Source: an optimization exercise on an open RTL-to-GDS flow (aim: small area). Production flows keep margins and buffers that such runs may drop. Function was checked by simulation only, so behaviour that the tests miss may differ from the original. Power is estimated from default activity; no workload was simulated.

## stack_core
module stack_core (
    input  wire        clk,
    input  wire        rst,           
    output wire        mem_req,
    output wire        mem_we,
    output wire [15:0] mem_addr,
    output wire [15:0] mem_wdata,
    input  wire [15:0] mem_rdata,
    input  wire        mem_ready,
    output wire        out_valid,
    output wire [15:0] out_data,
    output wire        halted,
    output wire        faulted,
    output wire [2:0]  fault_kind,
    output wire [16:0] fault_pc,
    output reg  [16:0] pc,
    output reg  [16:0] sp,
    output reg  [15:0] fp,
    output reg  [31:0] reads,
    output reg  [31:0] writes
);
Size in the first run: about 940 cells after synthesis, ~160 flip-flops, ~210 I/O pins, about 0.0095 mm² of cells after synthesis.
clock: 50.0 ns
lec_check: 0
cap_margin: 20
core_margin: 2
core_utilization: 40
slew_margin: 20
standard.sh (not shown) runs the stock make flow with config.mk's settings and CLKGATE_MAP_FILE= SYNTH_SCRIPT=/design/flow/synth_recipe.tcl, a recipe that flattens the netlist after the stock synthesis.
==> flow/flow/run.sh <==
#!/bin/bash
# The standard layout, with area settings of ORFS for the steps after synthesis:
#  - remove the buffers ABC put into the synthesized netlist (REMOVE_ABC_BUFFERS);
#    repair_design re-buffers any net that needs it for slew or capacitance,
#    aiming at the library limits themselves (no extra margin),
#  - buffer every input and output port with buf_1 rather than the resizer's pick,
#  - build the clock tree from clkbuf_8 without dummy loads.
# Synthesis is the standard synthesis, unchanged.
set -euo pipefail
bash standard.sh synth > synth.log 2>&1
bash standard.sh REMOVE_ABC_BUFFERS=1 CAP_MARGIN=0 SLEW_MARGIN=0 \
  "BUFFER_PORTS_ARGS=-buffer_cell sky130_fd_sc_hd__buf_1" \
  "CTS_ARGS=-sink_clustering_enable -repair_clock_nets -dont_use_dummy_load -buf_list sky130_fd_sc_hd__clkbuf_8" \
  finish > layout.log 2>&1
Edit:
==> flow/run.sh (new file) <==
#!/bin/bash
# synth_recipe.tcl (not shown) runs the flow's synth.tcl, then flattens the netlist and writes it again
# the make line also repeats each setting of config.mk as NAME=value (left out here)
make -C /OpenROAD-flow-scripts/flow DESIGN_CONFIG=/design/flow/config.mk WORK_HOME=/design/flow/orfs CLKGATE_MAP_FILE= SYNTH_SCRIPT=/design/flow/synth_recipe.tcl finish
removed: flow/flow/run.sh
removed: flow/standard.sh
Core utilization rose by 7.1 points.
Sequential share of layout area fell by 5.2 points.
Hold slack got worse by 7.7 ps.
Routed wire length rose by about 2.6%.
Total power rose by 30%.
Via count rose by about 0.8%.
Worst setup slack got worse by 500 ps.
Cell area rose by about 16%.
Clock skew fell by 26 ps.
Count of clock-buffer cells in the layout rose by 1.

== run A ==
stack_core again, from the RTL that the note above started with.
export LEC_CHECK = 0
export CAP_MARGIN = 20
export CORE_MARGIN = 2
export CORE_UTILIZATION = 65
export SLEW_MARGIN = 20
create_clock -name core_clock -period 50.0 [get_ports {clk}]
==> flow/flow/run.sh <==
#!/bin/bash
# The standard layout, with area settings of ORFS for the steps after synthesis:
#  - remove the buffers ABC put into the synthesized netlist (REMOVE_ABC_BUFFERS);
#    repair_design re-buffers any net that needs it for slew or capacitance,
#    aiming at the library limits themselves (no extra margin),
#  - buffer every input and output port with buf_1 rather than the resizer's pick,
#  - build the clock tree from clkbuf_8 without dummy loads.
# Synthesis is the standard synthesis, unchanged.
set -euo pipefail
bash standard.sh synth > synth.log 2>&1
bash standard.sh REMOVE_ABC_BUFFERS=1 CAP_MARGIN=0 SLEW_MARGIN=0 \
  "BUFFER_PORTS_ARGS=-buffer_cell sky130_fd_sc_hd__buf_1" \
  "CTS_ARGS=-sink_clustering_enable -repair_clock_nets -dont_use_dummy_load -buf_list sky130_fd_sc_hd__clkbuf_8" \
  finish > layout.log 2>&1
What run B does differently from run A at the input level:
Settings: CORE_UTILIZATION: 65 -> 40.
diff --git a/flow/flow/run.sh b/flow/flow/run.sh
--- a/flow/flow/run.sh
+++ b/flow/flow/run.sh
@@ -11,4 +11,4 @@
 bash standard.sh REMOVE_ABC_BUFFERS=1 CAP_MARGIN=0 SLEW_MARGIN=0 \
   "BUFFER_PORTS_ARGS=-buffer_cell sky130_fd_sc_hd__buf_1" \
-  "CTS_ARGS=-sink_clustering_enable -repair_clock_nets -dont_use_dummy_load -buf_list sky130_fd_sc_hd__clkbuf_8" \
+  "CTS_ARGS=-repair_clock_nets -dont_use_dummy_load -buf_list sky130_fd_sc_hd__clkbuf_8" \
   finish > layout.log 2>&1
Notes after the runs:
- Relative to run A, non-clock buffer area fraction after layout has gone down in run B.
- For the sequential share of layout area, run B came in 0.57 points lower than run A did.
- Run B ends up with a well-tap cell count that is about 70% higher than in run A.
- Between run A and run B, the standby leakage power figures differ only marginally.
- From run B to run A, total overflow reported by the global router did not move at all.
- Re number of design rule violations left after detail routing: no difference whatsoever between run B and run A.
- Changes observed in run B relative to run A: number of placed cells counting well taps up 133, wire length up about 11%, global placer's final weighted congestion fell by 5.7%.
## Diff of input files: run C against run B
diff --git a/flow/flow/run.sh b/flow/flow/run.sh
--- a/flow/flow/run.sh
+++ b/flow/flow/run.sh
@@ -9,6 +9,6 @@
 set -euo pipefail
 bash standard.sh synth > synth.log 2>&1
-bash standard.sh REMOVE_ABC_BUFFERS=1 CAP_MARGIN=0 SLEW_MARGIN=0 \
+bash standard.sh REMOVE_ABC_BUFFERS=1 CAP_MARGIN=0 SLEW_MARGIN=0 GPL_TIMING_DRIVEN=0 \
   "BUFFER_PORTS_ARGS=-buffer_cell sky130_fd_sc_hd__buf_1" \
-  "CTS_ARGS=-repair_clock_nets -dont_use_dummy_load -buf_list sky130_fd_sc_hd__clkbuf_8" \
+  "CTS_ARGS=-sink_clustering_enable -repair_clock_nets -dont_use_dummy_load -buf_list sky130_fd_sc_hd__clkbuf_8" \
   finish > layout.log 2>&1
==> notes.md <==
Per the comparison of run C with run B, critical path depth moved up; combinational power shows an increase of 4.0%; die footprint did not really move.
Reported for run C and run B, number of setup violations in the final report turned out identical to the last digit.
Compared with run B, run C has less setup slack.
Run C vs. run B: routed length on met2 essentially unchanged, first-pass GRT wire length moved down.

stack_core again, from the RTL that the note above started with.
Settings: LEC_CHECK=0, CAP_MARGIN=20, CELL_PAD_IN_SITES_DETAIL_PLACEMENT=0, CELL_PAD_IN_SITES_GLOBAL_PLACEMENT=0, CORE_MARGIN=2, CORE_UTILIZATION=40, SLEW_MARGIN=20; clock period 50.0 ns.
==> flow/flow/run.sh <==
#!/bin/bash
# The standard layout, with area settings of ORFS for the steps after synthesis:
#  - remove the buffers ABC put into the synthesized netlist (REMOVE_ABC_BUFFERS);
#    repair_design re-buffers any net that needs it for slew or capacitance,
#    aiming at the library limits themselves (no extra margin),
#  - buffer every input and output port with buf_1 rather than the resizer's pick,
#  - build the clock tree from clkbuf_8 without dummy loads.
# Synthesis is the standard synthesis, unchanged.
set -euo pipefail
bash standard.sh synth > synth.log 2>&1
bash standard.sh REMOVE_ABC_BUFFERS=1 CAP_MARGIN=0 SLEW_MARGIN=0 \
  "BUFFER_PORTS_ARGS=-buffer_cell sky130_fd_sc_hd__buf_1" \
  "CTS_ARGS=-sink_clustering_enable -repair_clock_nets -dont_use_dummy_load -buf_list sky130_fd_sc_hd__clkbuf_8" \
  finish > layout.log 2>&1
Rerun with:
- CELL_PAD_IN_SITES_DETAIL_PLACEMENT: 0 -> unset
- CELL_PAD_IN_SITES_GLOBAL_PLACEMENT: 0 -> unset
- PLACE_DENSITY: unset -> 0.85
After rerunning: Routed wire length decreases by 6.0%; global-route usage drops by 1.6 points; die area is unchanged; via count grows by about 2.8%; count of clock-buffer cells in the layout is unchanged; critical path depth rises by 1; core utilization barely changes; worst hold slack stays flat.
Rerun with:
--- a/flow/flow/run.sh
+++ b/flow/flow/run.sh
@@ -6,2 +6,3 @@
 #  - buffer every input and output port with buf_1 rather than the resizer's pick,
+#  - after global routing, downsize gates off the critical paths (RECOVER_POWER),
 #  - build the clock tree from clkbuf_8 without dummy loads.
@@ -10,3 +11,3 @@
 bash standard.sh synth > synth.log 2>&1
-bash standard.sh REMOVE_ABC_BUFFERS=1 CAP_MARGIN=0 SLEW_MARGIN=0 \
+bash standard.sh REMOVE_ABC_BUFFERS=1 CAP_MARGIN=0 SLEW_MARGIN=0 RECOVER_POWER=100 \
   "BUFFER_PORTS_ARGS=-buffer_cell sky130_fd_sc_hd__buf_1" \
- PLACE_DENSITY: 0.85 -> unset
Now the flow produced a layout that fails on max-capacitance violations, max-slew violations.
Final area went down by 0.56%.
Sequential power hardly moves.
Power is about the same.
Die area is unchanged.
Final cell count stays flat.
Global-route usage went up by 1.6 points.
Worst hold slack improves by 0.0034 ns.
Routed wire length went up by 6.7%.
Synthesized cell count does not change.
Area after synthesis stays the same.
Sequential share of layout area went up by 0.22 points.

==> port drivers added, routing unchanged <==
How much do the figures lean on ideal ports? The routed layouts below were timed once more, with nothing changed but the port constraints.
Step 1: set_driving_cell puts a clkbuf_16 on clk and a buf_2 on each other input, an assumption about the parent block.
Step 2 times the ports against the registers' clock, not the clock port: input delays grow and output delays shrink by t, the midpoint of the rising clock arrivals with the driver on.
a / b / c = ideal / step 1 / step 2; a / b = the first two.
run	t, ns	setup WS [ns]	worst setup path at the end	worst register clock-pin slew, ns
the first run of note 1	0.481	31.439 / 31.453 / 30.973	input to register	0.09 / 0.09
the second run of note 1	0.466	30.935 / 30.948 / 30.483	input to register	0.07 / 0.07
run A	0.500	31.786 / 31.781 / 31.280	input to register	0.11 / 0.11
run B	0.481	31.439 / 31.453 / 30.973	input to register	0.09 / 0.09
run C	0.485	31.031 / 31.044 / 30.559	input to register	0.09 / 0.09
the first run of note 3	0.481	31.439 / 31.453 / 30.973	input to register	0.09 / 0.09
the second run of note 3	0.473	31.362 / 31.367 / 30.894	input to register	0.09 / 0.09
the third run of note 3	0.484	30.274 / 30.287 / 29.803	input to register	0.09 / 0.09
For run A, which loses most, drivers alone change the setup slack by -0.005 ns; drivers and shift together by -0.506 ns.
